Context: an optimization exercise on an open-source flow, tuned for small area and few clock cycles. The choices shown serve that exercise and are no tape-out recipe. RTL that was checked went through simulation tests only; none was proved equivalent to the original. Function not checked in run 2: the RTL went through the layout flow alone. Power is estimated from default activity; no workload was simulated.

--- flow/design.v ---
module framer_tx (
    input  wire        clk,
    input  wire        rst,
    input  wire        seq_reset,
    input  wire        cmd_valid,
    output wire        cmd_ready,
    input  wire [2:0]  cmd_version,
    input  wire        cmd_packet_type,
    input  wire        cmd_sec_hdr_flag,
    input  wire [15:0] cmd_apid,
    input  wire [1:0]  cmd_seq_flags,
    input  wire [47:0] cmd_timing_info,
    input  wire [7:0]  cmd_segment_number,
    input  wire [7:0]  cmd_function_code,
    input  wire [15:0] cmd_address_code,
    input  wire [16:0] cmd_payload_len,
    input  wire        cmd_include_sync,
    input  wire        pl_valid,
    output wire        pl_ready,
    input  wire [7:0]  pl_byte,
    output reg         out_valid,
    input  wire        out_ready,
    output reg  [7:0]  out_byte,
    output wire        out_last,
    output reg         err_valid
);
    localparam [1:0] S_START = 2'd0;    
    localparam [1:0] S_MARK1 = 2'd1;    
    localparam [1:0] S_HDR   = 2'd2;    
    localparam [1:0] S_BODY  = 2'd3;    
    reg [1:0]  state;
    reg [13:0] seq_cnt;
    reg [15:0] cnt;
    reg [31:0] crc;
    wire too_big = (cmd_payload_len > 17'd65521);
    wire [15:0] data_length = cmd_payload_len[15:0] + 16'd13;
    reg [7:0] hdr_byte;
    always @* begin
        case (cnt[3:0])
            4'd9:  hdr_byte = {cmd_version, cmd_packet_type, cmd_sec_hdr_flag, cmd_apid[10:8]};
            4'd8:  hdr_byte = cmd_apid[7:0];
            4'd7:  hdr_byte = {cmd_seq_flags, seq_cnt[13:8]};
            4'd6:  hdr_byte = seq_cnt[7:0];
            4'd5:  hdr_byte = cnt[15:8];
            4'd4:  hdr_byte = {cnt[7:4], data_length[3:0]};
            4'd3:  hdr_byte = cmd_timing_info[47:40];
            4'd2:  hdr_byte = cmd_timing_info[39:32];
            4'd1:  hdr_byte = cmd_timing_info[31:24];
            4'd0:  hdr_byte = cmd_timing_info[23:16];
            4'd15: hdr_byte = cmd_timing_info[15:8];
            4'd14: hdr_byte = cmd_timing_info[7:0];
            4'd13: hdr_byte = cmd_segment_number;
            4'd12: hdr_byte = cmd_function_code;
            4'd11: hdr_byte = cmd_address_code[15:8];
            default: hdr_byte = cmd_address_code[7:0];
        endcase
    end
    wire pay_phase = (cnt[15:4] != 12'd0) || (cnt[3:1] == 3'b111);
    wire hdr_last  = (cnt[3:0] == 4'd10);
    wire crc_last  = (cnt[1:0] == 2'b10);
    wire [31:0] crc_out = ~crc;
    reg  [7:0]  crc_byte;
    always @* begin
        case (cnt[1:0])
            2'b01:   crc_byte = crc_out[31:24];
            2'b00:   crc_byte = crc_out[23:16];
            2'b11:   crc_byte = crc_out[15:8];
            default: crc_byte = crc_out[7:0];
        endcase
    end
    wire in_start = (state == S_START);
    wire in_hdr   = (state == S_HDR) || (in_start && !cmd_include_sync);
    wire in_pay   = (state == S_BODY) && pay_phase;
    wire in_crc   = (state == S_BODY) && !pay_phase;
    always @* begin
        out_valid = 1'b0;
        out_byte  = hdr_byte;
        case (state)
            S_START: begin
                out_valid = cmd_valid && !too_big;
                out_byte  = cmd_include_sync ? 8'h55 : hdr_byte;
            end
            S_MARK1: begin
                out_valid = 1'b1;
                out_byte  = 8'hAA;
            end
            S_HDR: begin
                out_valid = 1'b1;
                out_byte  = hdr_byte;
            end
            default: begin
                out_valid = pay_phase ? pl_valid : 1'b1;
                out_byte  = pay_phase ? pl_byte : crc_byte;
            end
        endcase
    end
    assign out_last = in_crc && crc_last;
    assign pl_ready = in_pay && out_ready;
    wire xfer      = out_valid && out_ready;
    wire hdr_done  = (state == S_HDR) && hdr_last && out_ready;
    assign cmd_ready = too_big || hdr_done;
    wire [7:0]  crc_din   = in_pay ? pl_byte : hdr_byte;
    wire [31:0] crc_cur   = crc;
    reg  [31:0] crc_next;
    integer i;
    always @* begin
        crc_next = crc_cur ^ {24'd0, crc_din};
        for (i = 0; i < 8; i = i + 1) begin
            if (crc_next[0])
                crc_next = (crc_next >> 1) ^ 32'hEDB88320;
            else
                crc_next = crc_next >> 1;
        end
    end
    always @(posedge clk) begin
        if (rst || (xfer && out_last))
            crc <= 32'hFFFFFFFF;
        else if (xfer && (in_hdr || in_pay))
            crc <= crc_next;
    end
    always @(posedge clk) begin
        if (rst) begin
            state     <= S_START;
            seq_cnt   <= 14'd0;
            cnt       <= 16'd9;
            err_valid <= 1'b0;
        end else begin
            err_valid <= cmd_valid && too_big;
            if (seq_reset)
                seq_cnt <= 14'd0;
            else if (hdr_done)
                seq_cnt <= seq_cnt + 14'd1;
            if (hdr_done)
                cnt[3:0] <= data_length[3:0];
            else if (xfer && state != S_MARK1 && !(in_start && cmd_include_sync))
                cnt[3:0] <= cnt[3:0] - 4'd1;
            if (state != S_BODY)
                cnt[15:4] <= data_length[15:4];
            else if (xfer && cnt[3:0] == 4'd0)
                cnt[15:4] <= cnt[15:4] - 12'd1;
            case (state)
                S_START: if (xfer) state <= cmd_include_sync ? S_MARK1 : S_HDR;
                S_MARK1: if (xfer) state <= S_HDR;
                S_HDR:   if (hdr_done) state <= S_BODY;
                default: if (xfer && !pay_phase && crc_last) state <= S_START;
            endcase
        end
    end
endmodule
--- flow/flow/run.sh ---
#!/bin/bash
# Standard synthesis, then an area re-mapping of its combinational logic
# (registers untouched: same cells, same names), then the standard layout
# with buf_1 port buffers and a small CTS without dummy loads.
set -uo pipefail
RES=orfs/results/${FLOW_PLATFORM}/framer_tx/base
LIB=${FLOW_HOME}/platforms/${FLOW_PLATFORM}/lib/sky130_fd_sc_hd__tt_025C_1v80.lib

bash standard.sh synth > synth.log 2>&1 || exit 1

cp $RES/1_2_yosys.v 1_2_yosys.std.v
sed "s#@LIB@#${LIB}#g" flow/reopt.ys > reopt.ys
if yosys -s reopt.ys > reopt.log 2>&1 && [ -s 1_2_yosys.reopt.v ]; then
  cp 1_2_yosys.reopt.v $RES/1_2_yosys.v
  touch $RES/1_2_yosys.v
fi

export BUFFER_PORTS_ARGS="-buffer_cell sky130_fd_sc_hd__buf_1"
export CTS_ARGS="-sink_clustering_enable -repair_clock_nets -dont_use_dummy_load -buf_list sky130_fd_sc_hd__clkbuf_4 -root_buf sky130_fd_sc_hd__clkbuf_8"
bash standard.sh > standard.log 2>&1
--- flow/flow/abc.constr ---
set_driving_cell sky130_fd_sc_hd__buf_1
set_load 10.0
--- flow/flow/deep.abc ---
strash
&get -n
&deepsyn -T 60
&put
dch -f
amap
topo
stime -c
buffer -c
upsize -c
dnsize -c
--- flow/flow/reopt.ys ---
# re-map the combinational logic of the standard synthesis for area;
# the registers stay the same cells with the same names
read_liberty -ignore_miss_func @LIB@
read_verilog 1_2_yosys.std.v
hierarchy -top framer_tx
setattr -mod -set keep_hierarchy 1 sky130_fd_sc_hd__dfxtp_* sky130_fd_sc_hd__edfxtp_*
flatten
blackbox sky130_fd_sc_hd__dfxtp_* sky130_fd_sc_hd__edfxtp_*
opt -purge
abc -D 5000 -constr flow/abc.constr -script flow/deep.abc -liberty @LIB@ -dont_use *probe* -dont_use *lpflow*
setundef -zero
opt_clean -purge
hilomap -singleton -hicell sky130_fd_sc_hd__conb_1 HI -locell sky130_fd_sc_hd__conb_1 LO
insbuf -buf sky130_fd_sc_hd__buf_4 A X
opt_clean -purge
hierarchy -top framer_tx
tee -o reopt_stat.txt stat -liberty @LIB@
write_verilog -noattr -nohex -nodec 1_2_yosys.reopt.v
--- flow/standard.sh ---
#!/bin/bash
# synth_recipe.tcl (not shown) runs the flow's synth.tcl, then flattens the netlist and writes it again
# the make line also repeats each setting of config.mk as NAME=value (left out here)
make -C /OpenROAD-flow-scripts/flow DESIGN_CONFIG=/design/flow/config.mk WORK_HOME=/design/flow/orfs CLKGATE_MAP_FILE= SYNTH_SCRIPT=/design/flow/synth_recipe.tcl "${@:-finish}"
--- flow/config.mk ---
export PLATFORM = sky130hd
export DESIGN_NAME = framer_tx
export DESIGN_NICKNAME = framer_tx
export VERILOG_FILES = /design/flow/design.v
export SDC_FILE = /design/flow/constraint.sdc
export NUM_CORES = 4
export LEC_CHECK = 0
export CAP_MARGIN = 20
export CORE_MARGIN = 2
export CORE_UTILIZATION = 50
export SLEW_MARGIN = 20
--- flow/constraint.sdc ---
create_clock -name core_clock -period 5.0 [get_ports {clk}]
set_input_delay 1.0000 -clock core_clock [delete_from_list [all_inputs] [get_ports {clk}]]
set_output_delay 1.0000 -clock core_clock [all_outputs]
set_load 0.01 [all_outputs]
==> results of run 1 <==
==> how the worst max path moves through the flow <==
| stage | startpoint | endpoint | cells after the start |
|---|---|---|---|
| floorplan | cmd_payload_len[1] | crc[23]$_SDFFE_PP1P_ | 19 |
| global placement | cmd_payload_len[0] | crc[20]$_SDFFE_PP1P_ | 21 |
| detailed placement | cmd_payload_len[0] | crc[20]$_SDFFE_PP1P_ | 21 |
| CTS | cnt[0]$_SDFFE_PP1P_ | crc[18]$_SDFFE_PP1P_ | 16 |
| global route | cnt[0]$_SDFFE_PP1P_ | crc[21]$_SDFFE_PP1P_ | 17 |
| finish | cnt[0]$_SDFFE_PP1P_ | crc[18]$_SDFFE_PP1P_ | 16 |
==> final cells by class <==
class	instances	area, um^2	area share
clock buffers	9	123.9	0.02278
inverters	75	284.0	0.05223
well taps	111	138.9	0.02554
repair buffers	156	638.1	0.1173
multi-input cells	496	2952	0.5428
flip-flops and latches	65	1301	0.2393
==> registers in the layout (all words and copies together), names as in the netlist <==
signal,cells
cnt,16
crc,32
err_valid,1
seq_cnt,14
state,2
==> power by group through the flow <==
stage          Sequential (uW)  Clock [uW]  Combinational [uW]
2_1_floorplan              592           0                 412
3_3_place_gp               607           0                 562
3_5_place_dp               608           0                 573
4_1_cts                    597         351                 576
5_1_grt                    603         368                 645
6_report                   599         350                 584
==> layer usage <==
layer / share of wire / wire length (um) / vias to the layer above / GRT usage
met5: 0 / 0 / - / 0
met3: 0.094 / 1585 / 40 / 0.05825
met4: 0.033 / 549 / 0 / 0.1359
met1: 0.44 / 7413 / 2512 / 0.4533
met2: 0.43 / 7319 / 276 / 0.5318
li1: - / - / 2673 / -
==> through the flow <==
step	total power, uW	std cells	hold WS (ns)
final	1533	912	0.4781
after global routing	1616	912	0.4960
after CTS	1523	912	0.4807
after detailed placement	1181	903	0.4715
after global placement	1169	903	0.4461
after floorplan	1003	663	0.4287
==> worst max-delay path, cell delays in order (launching register included) <==
cell	delay [ns]
dfxtp_1	0.35
inv_2	0.09
nor2_1	0.05
buf_4	0.19
inv_2	0.46
o22ai_1	0.14
a2111oi_0	0.34
o221ai_1	0.36
o21ai_1	0.29
nor2_1	0.06
a21oi_1	0.39
inv_2	0.11
o22ai_1	0.35
inv_1	0.17
o22ai_1	0.32
nor2b_1	0.09
o32a_1	0.29
==> run summary, run 1 <==
status=complete, no violations; critical path capture point type=flop; clk latency of the worst-skew pair=0.34 ns; Ports=148; # Post-CTS Setup Buffers=0; Switching Share=0.3906; post-CTS sizing=0; Max H-tree Level=3; Final Cycle Share=0.8328; CTS tree=yes; CTS root buffer=clkbuf_8; layout overhead on the synthesized area=16.67%; most frequent cells in the layout=142 x buf_1, 137 x nor2_1, 65 x dfxtp_1; Yosys warning count=1; worst ir drop on vdd=0.1852 mV; per-cell routed wire length=18.49 um; Avg Vias per Cell=6.032; Rel. slew slack=0.4421; Overflow after GRT=0; gpl congestion=0.8840; fraction of layout cells with a size suffix above 1=0.1223; Hold Path Class=reg2reg; RSZ-0062 raised after global routing=false; commonest non-fill, non-tap cell in the layout=buf_1; Post-DRT Antenna Nets=0; Static Leak=0.001997 uW; critical hold path startpoint=seq_cnt[13]$_SDFFE_PP0P_; Reg2Reg Launch Point=cnt[0]$_SDFFE_PP1P_; Final Hold Fails=0; core footprint=9153 um^2; Total GRT Usage=0.3355; Syn Nets=798; post-layout util=0.5941; Worst Path Max Fanout=29; initial core utilization=0.5092; 1st-iter DRT viols=456; cts hold-fix bufs=0; Fin Setup TNS=0 ns; Worst R2R Setup Slack=0.84 ns; fill count=927; HPWL after DPL=13110 um; DR pass1 iterations=6; PwrDens=281.8 nW/um^2; sequential group share of total power=0.391; Syn Inst Count=663; # DRC=0; crit start category=flop; r2r endpoint=crc[18]$_SDFFE_PP1P_; arrival time at the worst endpoint=4.39 ns; fin. max-slew vios=0; Final Critical Period=4.164 ns; WHS Endpoint=seq_cnt[13]$_SDFFE_PP0P_; TritonCTS Buffers=9; # nets final=938; max capacitance violation total=0; first-pass GRT wire length=26090 um; Syn Area/Cell=7.030 um^2; cell area after layout=5438 um^2; die width=100.5 um; # rows=35; Crit Path Category=reg2reg; final WL=16870 um; Setup violations, final=0; Combinational Power Share=0.381; initial antenna violation count=0; vias=5501; P_int=934.0 uW; clock skew=0.01136 ns; clock-pin slew on the worst setup and hold paths=0.07 ns; Clock power frac=0.229; antenna cells=0; FF-to-FF path depth=16; Fmax achieved=0.2402 GHz; vias in the first global route=5133; Max clock buf depth=2; chip height=100.5 um; setup ws final=0.8361 ns; largest net degree at the start of global routing=30; IO buf count=142; Die ar.=10110 um^2; NetSw=598.5 uW; Sink Count=65; pre-CTS WS=0.6122 ns; Worst-Margin Slew=0.8158 ns; synthesized area=4661 um^2; Cell Area, Placed=5314 um^2; CP Data Required Time=5.23 ns; hold path depth=1
Testbench counts, summed over its fixed seeds: cycles 39,187.
==> inputs of run 2 (changes only) <==
--- a/flow/design.v
+++ b/flow/design.v
@@ -31,7 +31,7 @@
     reg [1:0]  state;
     reg [13:0] seq_cnt;
     reg [15:0] cnt;
-    reg [31:0] crc;
+    reg [31:0] crc_n;    
     wire too_big = (cmd_payload_len > 17'd65521);
     wire [15:0] data_length = cmd_payload_len[15:0] + 16'd13;
     reg [7:0] hdr_byte;
@@ -58,7 +58,7 @@
     wire pay_phase = (cnt[15:4] != 12'd0) || (cnt[3:1] == 3'b111);
     wire hdr_last  = (cnt[3:0] == 4'd10);
     wire crc_last  = (cnt[1:0] == 2'b10);
-    wire [31:0] crc_out = ~crc;
+    wire [31:0] crc_out = crc_n;
     reg  [7:0]  crc_byte;
     always @* begin
         case (cnt[1:0])
@@ -72,35 +72,27 @@
     wire in_hdr   = (state == S_HDR) || (in_start && !cmd_include_sync);
     wire in_pay   = (state == S_BODY) && pay_phase;
     wire in_crc   = (state == S_BODY) && !pay_phase;
+    wire in_mark = (in_start && cmd_include_sync) || (state == S_MARK1);
+    wire [7:0] crc_din = in_pay ? pl_byte : hdr_byte;
     always @* begin
-        out_valid = 1'b0;
-        out_byte  = hdr_byte;
         case (state)
-            S_START: begin
-                out_valid = cmd_valid && !too_big;
-                out_byte  = cmd_include_sync ? 8'h55 : hdr_byte;
-            end
-            S_MARK1: begin
-                out_valid = 1'b1;
-                out_byte  = 8'hAA;
-            end
-            S_HDR: begin
-                out_valid = 1'b1;
-                out_byte  = hdr_byte;
-            end
-            default: begin
-                out_valid = pay_phase ? pl_valid : 1'b1;
-                out_byte  = pay_phase ? pl_byte : crc_byte;
-            end
+            S_START: out_valid = cmd_valid && !too_big;
+            S_BODY:  out_valid = !pay_phase || pl_valid;
+            default: out_valid = 1'b1;
         endcase
+        if (in_mark)
+            out_byte = (state == S_MARK1) ? 8'hAA : 8'h55;
+        else if (in_crc)
+            out_byte = crc_byte;
+        else
+            out_byte = crc_din;
     end
     assign out_last = in_crc && crc_last;
     assign pl_ready = in_pay && out_ready;
     wire xfer      = out_valid && out_ready;
     wire hdr_done  = (state == S_HDR) && hdr_last && out_ready;
     assign cmd_ready = too_big || hdr_done;
-    wire [7:0]  crc_din   = in_pay ? pl_byte : hdr_byte;
-    wire [31:0] crc_cur   = crc;
+    wire [31:0] crc_cur   = ~crc_n;
     reg  [31:0] crc_next;
     integer i;
     always @* begin
@@ -114,9 +106,9 @@
     end
     always @(posedge clk) begin
         if (rst || (xfer && out_last))
-            crc <= 32'hFFFFFFFF;
+            crc_n <= 32'd0;
         else if (xfer && (in_hdr || in_pay))
-            crc <= crc_next;
+            crc_n <= ~crc_next;
     end
     always @(posedge clk) begin
         if (rst) begin
--- a/flow/config.mk
+++ b/flow/config.mk
@@ -7,5 +7,5 @@
 export LEC_CHECK = 0
 export CAP_MARGIN = 20
 export CORE_MARGIN = 2
-export CORE_UTILIZATION = 50
+export CORE_UTILIZATION = 60
 export SLEW_MARGIN = 20
==> run 2 against run 1 <==
  * Total power is 11% lower
  * Sequential share of layout area fell by 0.36 points
  * Combinational power shrank 25%
  * Final cell count is 3.3% higher
  * Synthesized cell count rose by 4.4%
  * Via count up 8.2%
  * Setup slack worse by 0.39 ns
  * Clock power about the same
  * Largest power group unchanged
==> run summary, run 2 <==
Rel. slew slack=0.4814; number of flip-flops in the largest register=32; Worst Path Max Fanout=21; CTS tree=yes; HPWL after DPL=13330 um; Reg area=1301 um^2; layout overhead on the synthesized area=17.65%; sequential group share of total power=0.419; Overflow after GRT=0; CP Data Required Time=5.22 ns; # DRC=0; Yosys warning count=1; worst ir drop on vdd=0.1299 mV; Max H-tree Level=3; placed instance count=933; vias in the first global route=5526; first-pass GRT wire length=26360 um; crit start category=flop; # rows=32; final WL=17240 um; DR pass1 iterations=7; Final Critical Period=4.556 ns; area of the multi-input gates=2877 um^2; critical path capture point type=flop; Sink Count=65; antenna cells=0; TritonCTS Buffers=9; Clock power frac=0.260; Syn Area/Cell=6.782 um^2; IO buf count=142; Total GRT Usage=0.3913; Fmax achieved=0.2195 GHz; Switching Share=0.3659; initial antenna violation count=0; Hold Path Class=reg2reg; max capacitance violation total=0; RSZ-0062 raised after global routing=false; core footprint=7647 um^2; Die ar.=8545 um^2; # Post-CTS Setup Buffers=0; Top reg by flops=crc_n; fill count=671; cts hold-fix bufs=0; largest net degree at the start of global routing=33; post-CTS sizing=0; Regs by FF count=crc_n: 32 flops, cnt: 16 flops, seq_cnt: 14 flops; PwrDens=246.3 nW/um^2; Max clock buf depth=2; initial core utilization=0.6137; per-cell routed wire length=18.30 um; Combinational Power Share=0.321; Final Cycle Share=0.9112; Avg Vias per Cell=6.317; Static Leak=0.001972 uW; non-filler cells, final=942; Ports=148; clock skew=0.02153 ns; P_int=862.2 uW; commonest non-fill, non-tap cell in the layout=buf_1; Syn Nets=827; die width=92.44 um; vias=5951; clk latency of the worst-skew pair=0.35 ns; clock-pin slew on the worst setup and hold paths=0.07 ns; Setup violations, final=0; Post-DRT Antenna Nets=0; CTS root buffer=clkbuf_8; most frequent cells in the layout=142 x buf_1, 122 x nor2_1, 89 x inv_1; Final Hold Fails=0; Syn Inst Count=692; arrival time at the worst endpoint=4.77 ns; Fin Setup TNS=0 ns; gpl congestion=0.9620; synthesized area=4693 um^2; # nets final=977; fin. max-slew vios=0; Worst-Margin Slew=0.7751 ns; Crit Path Category=reg2reg; NetSw=497.5 uW; chip height=92.44 um; fraction of layout cells with a size suffix above 1=0.1060; status=complete, no violations; 1st-iter DRT viols=476
## run 2: cell types whose count changed in the layout (fill, tap and decap cells not counted), moves of 10 or more
cell,change
inv_1,+36
o32a_1,-17
o21ai_0,+10
nand2_1,+18
nor2_1,-15
nor2b_1,-10
o221ai_1,+16
o32ai_1,+15
## run 2: final timing paths
path / startpoint / endpoint / slack, ns / depth (start not counted)
max: cnt[0]$_SDFFE_PP1P_ / crc_n[21]$_SDFFE_PP0P_ / 0.44 / 19
min: seq_cnt[13]$_SDFFE_PP0P_ / seq_cnt[13]$_SDFFE_PP0P_ / 0.46 / 1
max reg2reg: cnt[0]$_SDFFE_PP1P_ / crc_n[21]$_SDFFE_PP0P_ / 0.44 / 19
min reg2reg: seq_cnt[13]$_SDFFE_PP0P_ / seq_cnt[13]$_SDFFE_PP0P_ / 0.46 / 1
## run 2: metrics by stage
step             util  hold WS [ns]  cell area, um^2  total power (uW)  worst slack (ns)
6_report       0.7220        0.4608             5522              1360            0.4441
5_1_grt        0.7220        0.4782             5522              1411            0.1490
4_1_cts        0.7220        0.4583             5522              1336            0.6061
3_5_place_dp   0.7058        0.4488             5398              1001            0.5912
3_3_place_gp   0.7058        0.4351             5398             990.9            0.6358
2_1_floorplan       -        0.4281             4693             848.2             1.508
## run 2: critical path, cell delays in order, from the launching register on
cell	delay [ns]
dfxtp_1	0.39
inv_1	0.15
nor2_1	0.36
buf_4	0.25
inv_2	0.20
nor2_1	0.17
o41ai_1	0.09
nor4_1	0.57
buf_4	0.21
nor3_1	0.04
a21oi_1	0.29
nor2_1	0.09
a21oi_2	0.25
inv_1	0.14
o22ai_1	0.22
inv_1	0.15
o22ai_1	0.39
inv_1	0.11
o22ai_1	0.23
o221ai_1	0.13
## run 2: power by group through the flow
stage                     clock, uW  sequential [uW]  combinational [uW]
after floorplan                   0              573                 275
after global placement            0              579                 412
after detailed placement          0              580                 420
after CTS                       345              569                 423
after global routing            365              572                 475
final                           353              570                 437
## run 2: area by class of cell
type	count	area share
clock buffer	9	0.02243
inverter	107	0.07274
multi-input combinational	496	0.5210
sequential	65	0.2357
tap	102	0.02311
timing repair buffer	163	0.1251
## run 2: routing by layer
layer	vias up	wire, um	track usage
met5	-	0	0
met4	0	982	0.2363
met3	94	1746	0.07160
met2	401	8154	0.6563
met1	2683	6353	0.4641
li1	2773	-	-

-- afterwards: timing with drivers on the ports --
The flow's constraints put no driver on any port. The routed layouts listed below were extracted and timed again, unchanged, in two steps. Step 1: set_driving_cell puts a clkbuf_16 on clk and a buf_2 on each other input, an assumption about the parent block. Step 2 moves the port delays by t, midway between the first and last clock arrival at a register: inputs arrive t later, outputs are due t later. That takes back most of the time a late clock gives input paths. Slacks: ideal ports / drivers / drivers and shift; pairs: ideal ports / drivers.
| run | shift t [ns] | setup WS [ns] | latest minus earliest clock arrival (ns) |
|---|---|---|---|
| run 1 | 0.373 | 0.836 / 0.836 / 0.546 | 0.011 / 0.011 |
| run 2 | 0.370 | 0.444 / 0.444 / 0.444 | 0.021 / 0.021 |
After both steps every run listed still meets setup and hold. The setup slack of run 1, which loses most, moves by 0.000 ns with the drivers and by -0.290 ns with both steps.
